Background: an optimization exercise with open tools, aiming at small area, a short achievable clock period and few clock cycles. Do not read the settings as production practice. Power figures rest on the tool's default switching activity, not on a simulated workload.

==> inputs of trial 79 <==
// qser
module qser (
    input  wire        clk,
    input  wire        rst,
    input  wire        req_valid,
    output wire        req_ready,
    input  wire [3:0]  req_op,
    input  wire [1:0]  req_gain,
    input  wire [1:0]  req_pol,
    input  wire [1:0]  req_addr,
    input  wire [1:0]  req_param,
    input  wire [31:0] req_a0,
    input  wire [31:0] req_a1,
    input  wire [31:0] req_a2,
    input  wire [31:0] req_a3,
    input  wire [31:0] req_a4,
    input  wire [15:0] req_r0,
    input  wire [15:0] req_r1,
    output wire        tx_valid,
    output wire [7:0]  tx_data,
    input  wire        tx_ready,
    output wire        rsp_valid,
    output wire [2:0]  rsp_kind,
    output wire [3:0]  rsp_reason
);
Settings: LEC_CHECK=0, CAP_MARGIN=20, CORE_MARGIN=2, CORE_UTILIZATION=55, SETUP_SLACK_MARGIN=5, SLEW_MARGIN=20; clock period 10.0 ns.
run.sh (not shown) runs the stock make flow with config.mk's settings and CLKGATE_MAP_FILE= SYNTH_SCRIPT=/design/flow/synth_recipe.tcl, a recipe that flattens the netlist after the stock synthesis.
==> build 69: changes against trial 79 <==
--- a/flow/design.v
+++ b/flow/design.v
@@ -39,12 +39,13 @@
                      RS_S5 = 3'd5, RS_S6 = 3'd6, RS_JOB = 3'd7;
     localparam [1:0] J_NORM  = 2'd0;
     localparam [1:0] J_PHASE = 2'd1;
     localparam [1:0] J_DAC   = 2'd2;
     reg        r_v;
     reg        rdy_q;
+    reg        rdy_n;                    
     reg [2:0]  r_st;
     reg [3:0]  r_op;
     reg [1:0]  r_gain, r_pol, r_addr, r_param;
     reg [31:0] r_a0, r_a1, r_a2, r_a3, r_a4;
     reg [15:0] r_r0, r_r1;
     reg [2:0]  r_job;
@@ -79,26 +80,26 @@
                    | ({34{ak[A_SPA3] | ak[A_SPA2]}} & {2'd0, r_sp})
                    | ({34{ak[A_5A0]}}              & a0_sx)
                    | ({34{ak[A_5SP]}}              & sp_sx)
                    | ({34{ak[A_27A1]}}             & {r_a1[28:0], 5'd0})
                    | ({34{ak[A_FSV]}}              & dac_fs)
                    | ({34{ak[A_N]}}                & dac_v);
-    wire [33:0] qa = ({34{ak[A_A1A0]}}             & {2'd0, r_a0})
-                   | ({34{ak[A_A4A3] | ak[A_SPA3] | ak[A_27A1]}} & {2'd0, r_a3})
+    wire [33:0] qa = ({34{ak[A_A1A0]}}             & ~{2'd0, r_a0})
+                   | ({34{ak[A_A4A3] | ak[A_SPA3] | ak[A_27A1]}} & ~{2'd0, r_a3})
                    | ({34{ak[A_A2OF] & r_a2[31]}}  & {2'd0, PHASE_OFS})
-                   | ({34{ak[A_FSA1]}}             & {2'd0, r_a1})
-                   | ({34{ak[A_SPA2]}}             & {2'd0, r_a2})
+                   | ({34{ak[A_FSA1]}}             & ~{2'd0, r_a1})
+                   | ({34{ak[A_SPA2]}}             & ~{2'd0, r_a2})
                    | ({34{ak[A_5A0]}}              & {a0_sx[31:0], 2'b00})
                    | ({34{ak[A_5SP]}}              & {sp_sx[31:0], 2'b00})
                    | ({34{ak[A_5A1]}}              & {r_a1, 2'b00})
-                   | ({34{ak[A_FSV]}}              & dac_v)
+                   | ({34{ak[A_FSV]}}              & ~dac_v)
                    | ({34{ak[A_N] & dac_bip}}      & dac_fs);
     wire        ia = ak[A_A1A0] | ak[A_A4A3] | ak[A_FSA1] | ak[A_SPA3] | ak[A_SPA2] |
                      ak[A_27A1] | ak[A_FSV];
     wire [33:0] ya;
-    qadd #(34) u_alu_a (.a(pa), .b(qa ^ {34{ia}}), .cin(ia), .s(ya), .cout());
+    qadd #(34) u_alu_a (.a(pa), .b(qa), .cin(ia), .s(ya), .cout());
     reg [2:0] dk;
     reg [3:0] dr;
     reg       d_now;      
     always @(*) begin
         dk = 3'd0; dr = 4'd0; d_now = 1'b0;
         case (r_op)
@@ -202,30 +203,38 @@
     reg        dv_sat;
     reg [2:0]  dv_mask;
     reg [31:0] rem;
     reg [15:0] nlo;
     reg [31:0] m1;          
     reg [33:0] m3;          
+    reg [34:0] m5, m7;      
     reg [39:0] bcd;
-    wire [34:0] x   = {rem, nlo[15:13]};
-    wire [34:0] md2 = {2'd0, m1, 1'b0};
-    wire [34:0] md4 = {1'd0, m1, 2'b0};
-    wire [34:0] md6 = {m3, 1'b0};
-    wire [34:0] y2, y4, y6;
-    wire        c2, c4, c6;
-    qadd #(35) u_s2 (.a(x), .b(~md2), .cin(1'b1), .s(y2), .cout(c2));
-    qadd #(35) u_s4 (.a(x), .b(~md4), .cin(1'b1), .s(y4), .cout(c4));
-    qadd #(35) u_s6 (.a(x), .b(~md6), .cin(1'b1), .s(y6), .cout(c6));
-    wire [1:0]  qh = {c4, c6 | (c2 & ~c4)};
-    wire [32:0] x1 = ({33{~c2}}      & x[32:0])  | ({33{c2 & ~c4}} & y2[32:0]) |
-                     ({33{c4 & ~c6}} & y4[32:0]) | ({33{c6}}       & y6[32:0]);    
-    wire [32:0] y1;
-    wire        c1;
-    qadd #(33) u_s1 (.a(x1), .b(~{1'b0, m1}), .cin(1'b1), .s(y1), .cout(c1));
-    wire [2:0]  qd     = {qh, c1};
-    wire [31:0] rem_nx = c1 ? y1[31:0] : x1[31:0];
+    wire [34:0] x = {rem, nlo[15:13]};
+    wire [34:0] mult [1:7];
+    assign mult[1] = {3'd0, m1};
+    assign mult[2] = {2'd0, m1, 1'b0};
+    assign mult[3] = {1'd0, m3};
+    assign mult[4] = {1'd0, m1, 2'b0};
+    assign mult[5] = m5;
+    assign mult[6] = {m3, 1'b0};
+    assign mult[7] = m7;
+    wire [34:0] df [1:7];
+    wire [7:1]  ge;
+    genvar gk;
+    generate
+        for (gk = 1; gk < 8; gk = gk + 1) begin : sub
+            qadd #(35) u_sub (.a(x), .b(~mult[gk]), .cin(1'b1), .s(df[gk]), .cout(ge[gk]));
+        end
+    endgenerate
+    wire [7:0]  sel = {ge[7], ge[6:1] & ~ge[7:2], ~ge[1]};
+    wire [2:0]  qd  = {ge[4], ge[6] | (ge[2] & ~ge[4]),
+                       ge[7] | (ge[5] & ~ge[6]) | (ge[3] & ~ge[4]) | (ge[1] & ~ge[2])};
+    wire [31:0] rem_nx = ({32{sel[0]}} & x[31:0])      | ({32{sel[1]}} & df[1][31:0]) |
+                         ({32{sel[2]}} & df[2][31:0])  | ({32{sel[3]}} & df[3][31:0]) |
+                         ({32{sel[4]}} & df[4][31:0])  | ({32{sel[5]}} & df[5][31:0]) |
+                         ({32{sel[6]}} & df[6][31:0])  | ({32{sel[7]}} & df[7][31:0]);
     wire [2:0] qbits = (dv_sat ? 3'b111 : qd) & dv_mask;
     function [39:0] dd_adj(input [39:0] b);
         integer t;
         reg [3:0] d;
         begin
             for (t = 0; t < 10; t = t + 1) begin
@@ -263,13 +272,16 @@
     always @(*) begin
         bcd_top = 4'd0;
         for (q = 1; q < 10; q = q + 1)
             if (bcd[4*q +: 4] != 4'd0) bcd_top = q;
     end
     wire [33:0] jd3;
+    wire [34:0] jd5, jd7;
     qadd #(34) u_m3 (.a({2'd0, jd}), .b({1'd0, jd, 1'b0}), .cin(1'b0), .s(jd3), .cout());
+    qadd #(35) u_m5 (.a({3'd0, jd}), .b({1'd0, jd, 2'b0}), .cin(1'b0), .s(jd5), .cout());
+    qadd #(35) u_m7 (.a({jd, 3'b0}), .b(~{3'd0, jd}), .cin(1'b1), .s(jd7), .cout());
     wire fe_push = dv_done && fe_space;
     wire dv_step = dv_busy && !(dv_first && dv_done && !fe_space);
     wire dv_last = dv_step && (dv_cnt == 4'd1);
     wire dv_free = !dv_busy || dv_last;
     wire dv_take = dv_free && r_v && (r_st == RS_JOB);
     reg        ob_v, sk_v;
@@ -423,27 +435,13 @@
             OP_DDS_RESET: fq_new_op = F_RESET;
             default:      fq_new_op = F_ROFF;
         endcase
     end
     wire [1:0] fq_new_f1 = (r_op == OP_DAC_INIT) ? r_pol : (r_op == OP_DAC_WRITE) ? r_addr : r_param;
     always @(posedge clk) begin
-        if (rst) begin
-            r_v     <= 1'b0;
-            rdy_q   <= 1'b1;
-            rsp_v_q <= 1'b0;
-            fq_rd   <= 2'd0;
-            fq_wr   <= 2'd0;
-            fq_cnt  <= 3'd0;
-            dv_busy <= 1'b0;
-            dv_done <= 1'b0;
-            fe_cnt  <= 2'd0;
-            ob_v    <= 1'b0;
-            sk_v    <= 1'b0;
-            g_pos   <= 5'd0;
-            g_in    <= 1'b0;
-        end else begin
+        begin
             rsp_v_q <= decide;
             if (decide) begin
                 rsp_k_q <= dk;
                 rsp_r_q <= dr;
             end
             r_st   <= st_nx;
@@ -469,16 +467,18 @@
                 r_r0    <= req_r0;
                 r_r1    <= req_r1;
             end
             if (accept) begin
                 r_v     <= 1'b1;
                 rdy_q   <= 1'b0;
+                rdy_n   <= 1'b1;
             end else if (!rdy_q) begin
                 if (r_free) begin
                     r_v   <= 1'b0;
                     rdy_q <= 1'b1;
+                    rdy_n <= 1'b0;
                 end
                 if (dv_take)
                     r_job <= r_job + 3'd1;
                 if (r_v) begin
                     case (r_op)
                         OP_DDS_TONE:
@@ -547,12 +547,14 @@
                 dv_sat   <= (jkind != J_PHASE) && (jn == jd);
                 dv_mask  <= j_mask;
                 rem      <= j_rem;
                 nlo      <= j_nlo;
                 m1       <= jd;
                 m3       <= jd3;
+                m5       <= jd5;
+                m7       <= jd7;
             end
             if (fe_pop) begin
                 fe0 <= fe1;
                 ft0 <= ft1;
             end
             if (fe_push) begin
@@ -596,14 +598,30 @@
                 end
             end else if (g_push) begin
                 sk_v <= 1'b1;
                 sk_d <= g_byte;
             end
         end
+        if (rst) begin
+            r_v     <= 1'b0;
+            rdy_q   <= 1'b1;
+            rdy_n   <= 1'b0;
+            rsp_v_q <= 1'b0;
+            fq_rd   <= 2'd0;
+            fq_wr   <= 2'd0;
+            fq_cnt  <= 3'd0;
+            dv_busy <= 1'b0;
+            dv_done <= 1'b0;
+            fe_cnt  <= 2'd0;
+            ob_v    <= 1'b0;
+            sk_v    <= 1'b0;
+            g_pos   <= 5'd0;
+            g_in    <= 1'b0;
+        end
     end
-    assign req_ready  = rdy_q;
+    assign req_ready  = !rdy_n;
     assign tx_valid   = ob_v;
     assign tx_data    = ob_d;
     assign rsp_valid  = rsp_v_q;
     assign rsp_kind   = rsp_k_q;
     assign rsp_reason = rsp_r_q;
 endmodule
==> flow/flow/run.sh (new file) <==
#!/bin/bash
set -o pipefail
bash standard.sh finish SETUP_SLACK_MARGIN=6 > standard.log 2>&1
==> flow/standard.sh (new file) <==
#!/bin/bash
# synth_recipe.tcl (not shown) runs the flow's synth.tcl, then flattens the netlist and writes it again
# the make line also repeats each setting of config.mk as NAME=value (left out here)
make -C /OpenROAD-flow-scripts/flow DESIGN_CONFIG=/design/flow/config.mk WORK_HOME=/design/flow/orfs CLKGATE_MAP_FILE= SYNTH_SCRIPT=/design/flow/synth_recipe.tcl "${@:-finish}"
CORE_UTILIZATION = 45   (was 55)
removed: flow/run.sh
==> build 98: changes against trial 79 <==
--- a/flow/design.v
+++ b/flow/design.v
@@ -39,12 +39,13 @@
                      RS_S5 = 3'd5, RS_S6 = 3'd6, RS_JOB = 3'd7;
     localparam [1:0] J_NORM  = 2'd0;
     localparam [1:0] J_PHASE = 2'd1;
     localparam [1:0] J_DAC   = 2'd2;
     reg        r_v;
     reg        rdy_q;
+    reg        rdy_n;                    
     reg [2:0]  r_st;
     reg [3:0]  r_op;
     reg [1:0]  r_gain, r_pol, r_addr, r_param;
     reg [31:0] r_a0, r_a1, r_a2, r_a3, r_a4;
     reg [15:0] r_r0, r_r1;
     reg [2:0]  r_job;
@@ -62,15 +63,13 @@
     wire       fq_space = (fq_cnt != FQD);
     wire [31:0] ramp_fs = (r_param == 2'd1) ? PHASE_FS : r_a4;
     wire        dac_g2  = (r_gain == 2'd2);
     wire        dac_bip = r_pol[0];
     wire [33:0] sp_sx   = {{2{r_sp[31]}}, r_sp};
     wire [33:0] a0_sx   = {{2{r_a0[31]}}, r_a0};
-    wire [33:0] dac_v   = dac_g2 ? sp_sx : a0_sx;
-    wire [33:0] dac_fs  = dac_g2 ? {r_a3, 2'b00} :
-                          (r_gain == 2'd1) ? {r_a1, 2'b00} : {1'b0, r_a1, 1'b0};
+    wire [33:0] dac_fs  = {2'd0, r_a3};
     localparam integer A_A1A0 = 0, A_A4A3 = 1, A_A2OF = 2, A_FSA1 = 3, A_SPA3 = 4,
                        A_SPA2 = 5, A_5A0  = 6, A_5SP  = 7, A_5A1  = 8, A_27A1 = 9,
                        A_FSV  = 10, A_N   = 11;
     reg [11:0] ak;
     wire [33:0] pa = ({34{ak[A_A1A0] | ak[A_5A1]}} & {2'd0, r_a1})
                    | ({34{ak[A_A4A3]}}             & {2'd0, r_a4})
@@ -78,27 +77,27 @@
                    | ({34{ak[A_FSA1]}}             & {2'd0, ramp_fs})
                    | ({34{ak[A_SPA3] | ak[A_SPA2]}} & {2'd0, r_sp})
                    | ({34{ak[A_5A0]}}              & a0_sx)
                    | ({34{ak[A_5SP]}}              & sp_sx)
                    | ({34{ak[A_27A1]}}             & {r_a1[28:0], 5'd0})
                    | ({34{ak[A_FSV]}}              & dac_fs)
-                   | ({34{ak[A_N]}}                & dac_v);
-    wire [33:0] qa = ({34{ak[A_A1A0]}}             & {2'd0, r_a0})
-                   | ({34{ak[A_A4A3] | ak[A_SPA3] | ak[A_27A1]}} & {2'd0, r_a3})
+                   | ({34{ak[A_N]}}                & sp_sx);
+    wire [33:0] qa = ({34{ak[A_A1A0]}}             & ~{2'd0, r_a0})
+                   | ({34{ak[A_A4A3] | ak[A_SPA3] | ak[A_27A1]}} & ~{2'd0, r_a3})
                    | ({34{ak[A_A2OF] & r_a2[31]}}  & {2'd0, PHASE_OFS})
-                   | ({34{ak[A_FSA1]}}             & {2'd0, r_a1})
-                   | ({34{ak[A_SPA2]}}             & {2'd0, r_a2})
+                   | ({34{ak[A_FSA1]}}             & ~{2'd0, r_a1})
+                   | ({34{ak[A_SPA2]}}             & ~{2'd0, r_a2})
                    | ({34{ak[A_5A0]}}              & {a0_sx[31:0], 2'b00})
                    | ({34{ak[A_5SP]}}              & {sp_sx[31:0], 2'b00})
                    | ({34{ak[A_5A1]}}              & {r_a1, 2'b00})
-                   | ({34{ak[A_FSV]}}              & dac_v)
+                   | ({34{ak[A_FSV]}}              & ~sp_sx)
                    | ({34{ak[A_N] & dac_bip}}      & dac_fs);
     wire        ia = ak[A_A1A0] | ak[A_A4A3] | ak[A_FSA1] | ak[A_SPA3] | ak[A_SPA2] |
                      ak[A_27A1] | ak[A_FSV];
     wire [33:0] ya;
-    qadd #(34) u_alu_a (.a(pa), .b(qa ^ {34{ia}}), .cin(ia), .s(ya), .cout());
+    qadd #(34) u_alu_a (.a(pa), .b(qa), .cin(ia), .s(ya), .cout());
     reg [2:0] dk;
     reg [3:0] dr;
     reg       d_now;      
     always @(*) begin
         dk = 3'd0; dr = 4'd0; d_now = 1'b0;
         case (r_op)
@@ -178,38 +177,38 @@
                 endcase
             end
         endcase
     end
     reg [3:0]  j_steps;
     reg [31:0] j_rem;
-    reg [15:0] j_nlo;
+    reg [2:0]  j_xlo;
     reg [2:0]  j_mask;
     always @(*) begin
         if (jkind == J_PHASE) begin
-            j_steps = 4'd10; j_rem = jn >> 14; j_nlo = {jn[13:0], 2'b00}; j_mask = 3'b000;
+            j_steps = 4'd10; j_rem = jn >> 14; j_xlo = jn[13:11];      j_mask = 3'b000;
         end else if (jw == 2'd1) begin
-            j_steps = 4'd6;  j_rem = jn >> 2;  j_nlo = {jn[1:0], 14'd0};  j_mask = 3'b001;
+            j_steps = 4'd6;  j_rem = jn >> 2;  j_xlo = {jn[1:0], 1'b0}; j_mask = 3'b001;
         end else if (jw == 2'd0) begin
-            j_steps = 4'd5;  j_rem = jn >> 1;  j_nlo = {jn[0], 15'd0};    j_mask = 3'b011;
+            j_steps = 4'd5;  j_rem = jn >> 1;  j_xlo = {jn[0], 2'b00};    j_mask = 3'b011;
         end else begin
-            j_steps = 4'd11; j_rem = jn >> 1;  j_nlo = {jn[0], 15'd0};    j_mask = 3'b011;
+            j_steps = 4'd11; j_rem = jn >> 1;  j_xlo = {jn[0], 2'b00};    j_mask = 3'b011;
         end
     end
     reg        dv_busy;     
     reg        dv_first;    
     reg        dv_done;     
     reg [3:0]  dv_cnt;
     reg [1:0]  dv_kind;
     reg        dv_sat;
     reg [2:0]  dv_mask;
     reg [31:0] rem;
-    reg [15:0] nlo;
+    reg [2:0]  xlo;         
     reg [31:0] m1;          
     reg [33:0] m3;          
     reg [39:0] bcd;
-    wire [34:0] x   = {rem, nlo[15:13]};
+    wire [34:0] x   = {rem, xlo};
     wire [34:0] md2 = {2'd0, m1, 1'b0};
     wire [34:0] md4 = {1'd0, m1, 2'b0};
     wire [34:0] md6 = {m3, 1'b0};
     wire [34:0] y2, y4, y6;
     wire        c2, c4, c6;
     qadd #(35) u_s2 (.a(x), .b(~md2), .cin(1'b1), .s(y2), .cout(c2));
@@ -241,12 +240,24 @@
     wire [39:0] bcd_a0  = dd_adj(bcd_src);
     wire [39:0] bcd_s1  = {bcd_a0[38:0], qbits[2]};
     wire [39:0] bcd_a1  = dd_adj(bcd_s1);
     wire [39:0] bcd_s2  = {bcd_a1[38:0], qbits[1]};
     wire [39:0] bcd_a2  = dd_adj(bcd_s2);
     wire [39:0] bcd_nx  = {bcd_a2[38:0], qbits[0]};
+    reg [2:0] xlo_nx;
+    always @(*) begin
+        xlo_nx = 3'b000;
+        if (dv_kind == J_PHASE)
+            case (dv_cnt)
+                4'd10:   xlo_nx = r_a2[10:8];
+                4'd9:    xlo_nx = r_a2[7:5];
+                4'd8:    xlo_nx = r_a2[4:2];
+                4'd7:    xlo_nx = {r_a2[1:0], 1'b0};
+                default: xlo_nx = 3'b000;
+            endcase
+    end
     reg [2:0] mask_nx;
     always @(*) begin
         mask_nx = 3'b111;
         if (dv_kind == J_PHASE) begin
             if (dv_cnt > 4'd7)       mask_nx = 3'b000;
             else if (dv_cnt == 4'd7) mask_nx = 3'b001;
@@ -423,27 +434,13 @@
             OP_DDS_RESET: fq_new_op = F_RESET;
             default:      fq_new_op = F_ROFF;
         endcase
     end
     wire [1:0] fq_new_f1 = (r_op == OP_DAC_INIT) ? r_pol : (r_op == OP_DAC_WRITE) ? r_addr : r_param;
     always @(posedge clk) begin
-        if (rst) begin
-            r_v     <= 1'b0;
-            rdy_q   <= 1'b1;
-            rsp_v_q <= 1'b0;
-            fq_rd   <= 2'd0;
-            fq_wr   <= 2'd0;
-            fq_cnt  <= 3'd0;
-            dv_busy <= 1'b0;
-            dv_done <= 1'b0;
-            fe_cnt  <= 2'd0;
-            ob_v    <= 1'b0;
-            sk_v    <= 1'b0;
-            g_pos   <= 5'd0;
-            g_in    <= 1'b0;
-        end else begin
+        begin
             rsp_v_q <= decide;
             if (decide) begin
                 rsp_k_q <= dk;
                 rsp_r_q <= dr;
             end
             r_st   <= st_nx;
@@ -469,16 +466,18 @@
                 r_r0    <= req_r0;
                 r_r1    <= req_r1;
             end
             if (accept) begin
                 r_v     <= 1'b1;
                 rdy_q   <= 1'b0;
+                rdy_n   <= 1'b1;
             end else if (!rdy_q) begin
                 if (r_free) begin
                     r_v   <= 1'b0;
                     rdy_q <= 1'b1;
+                    rdy_n <= 1'b0;
                 end
                 if (dv_take)
                     r_job <= r_job + 3'd1;
                 if (r_v) begin
                     case (r_op)
                         OP_DDS_TONE:
@@ -496,24 +495,29 @@
                                 RS_S3: f_d <= ya[33];
                                 default: ;
                             endcase
                         OP_DAC_WRITE:
                             case (r_st)
                                 RS_S0: begin
-                                    r_sp  <= ya[31:0];
+                                    if (dac_g2) begin
+                                        r_sp <= ya[31:0];
+                                    end else begin
+                                        r_sp <= r_a0;
+                                        r_a3 <= r_gain[0] ? {r_a1[29:0], 2'b00} : {r_a1[30:0], 1'b0};
+                                    end
                                     f_ref <= (r_a1 < REF_MIN) || (r_a1 > REF_MAX);
                                     f_ovf <= (r_a0[31:25] != {7{r_a0[31]}});
                                 end
                                 RS_S1: r_sp <= ya[31:0];
                                 RS_S2: r_a3 <= ya[31:0];
-                                RS_S3: r_a3 <= ya[31:0];
+                                RS_S3: r_a3 <= {ya[29:0], 2'b00};
                                 RS_S4: f_d  <= ya[33];
                                 RS_S5: begin
                                     f_c  <= ya[33];
                                     r_a0 <= ya[31:0];
-                                    r_a1 <= dac_bip ? dac_fs[32:1] << 2 : dac_fs[31:0];
+                                    r_a1 <= dac_bip ? {r_a3[30:0], 1'b0} : r_a3;
                                 end
                                 default: ;
                             endcase
                         default: ;
                     endcase
                 end
@@ -528,13 +532,13 @@
             fq_cnt <= fq_cnt + (fq_push ? 3'd1 : 3'd0) - (fq_pop ? 3'd1 : 3'd0);
             if (dv_step) begin
                 dv_cnt   <= dv_cnt - 4'd1;
                 dv_first <= 1'b0;
                 dv_mask  <= mask_nx;
                 rem      <= rem_nx;
-                nlo      <= nlo << 3;
+                xlo      <= xlo_nx;
                 bcd      <= bcd_nx;
             end
             if (fe_push) dv_done <= 1'b0;
             if (dv_last) begin
                 dv_busy <= 1'b0;
                 dv_done <= 1'b1;
@@ -544,13 +548,13 @@
                 dv_first <= 1'b1;
                 dv_cnt   <= j_steps;
                 dv_kind  <= jkind;
                 dv_sat   <= (jkind != J_PHASE) && (jn == jd);
                 dv_mask  <= j_mask;
                 rem      <= j_rem;
-                nlo      <= j_nlo;
+                xlo      <= j_xlo;
                 m1       <= jd;
                 m3       <= jd3;
             end
             if (fe_pop) begin
                 fe0 <= fe1;
                 ft0 <= ft1;
@@ -596,14 +600,30 @@
                 end
             end else if (g_push) begin
                 sk_v <= 1'b1;
                 sk_d <= g_byte;
             end
         end
+        if (rst) begin
+            r_v     <= 1'b0;
+            rdy_q   <= 1'b1;
+            rdy_n   <= 1'b0;
+            rsp_v_q <= 1'b0;
+            fq_rd   <= 2'd0;
+            fq_wr   <= 2'd0;
+            fq_cnt  <= 3'd0;
+            dv_busy <= 1'b0;
+            dv_done <= 1'b0;
+            fe_cnt  <= 2'd0;
+            ob_v    <= 1'b0;
+            sk_v    <= 1'b0;
+            g_pos   <= 5'd0;
+            g_in    <= 1'b0;
+        end
     end
-    assign req_ready  = rdy_q;
+    assign req_ready  = !rdy_n;
     assign tx_valid   = ob_v;
     assign tx_data    = ob_d;
     assign rsp_valid  = rsp_v_q;
     assign rsp_kind   = rsp_k_q;
     assign rsp_reason = rsp_r_q;
 endmodule
CORE_UTILIZATION = 50   (was 55)
==> run summary <==
- Non-clock buffer count: trial 79 < build 98 < build 69.
- The highest maximum frequency belongs to build 69, the lowest to trial 79.
- In build 98 the clock power is lower than in build 69, by 16%.
- The highest sequential share of layout area belongs to trial 79, the lowest to build 69.
- Of trial 79 and build 69, build 69 has the higher cell area (gap about 20%, measured against build 69).
- Clock-buffer cell count: build 69 > build 98 > trial 79.
- The lowest synthesized cell count belongs to trial 79, the highest to build 69.
No functional check of the RTL was part of any run of this note.

## re-timing with driven ports
The results above use ideal ports. As a check the final layouts listed here were re-extracted and re-timed, cells and wires unchanged.
Step 1 (the two cells are an assumption about what drives the block):
set clk [get_ports {clk}]
set_driving_cell -lib_cell sky130_fd_sc_hd__clkbuf_16 $clk
set_driving_cell -lib_cell sky130_fd_sc_hd__buf_2 [delete_from_list [all_inputs] $clk]
Step 2 moves the port delays by t, midway between the first and last clock arrival at a register: inputs arrive t later, outputs are due t later. That takes back most of the time a late clock gives input paths.
Slacks: ideal / step 1 / step 2; pairs: ideal / step 1.
run	t, ns	setup slack, ns	clock arrival spread, ns
trial 79	0.692	3.788 / 3.788 / 3.788	0.028 / 0.028
build 69	0.761	5.187 / 5.187 / 5.187	0.069 / 0.068
build 98	0.700	3.899 / 3.899 / 3.899	0.034 / 0.034
After both steps setup and hold are still met in every run listed.
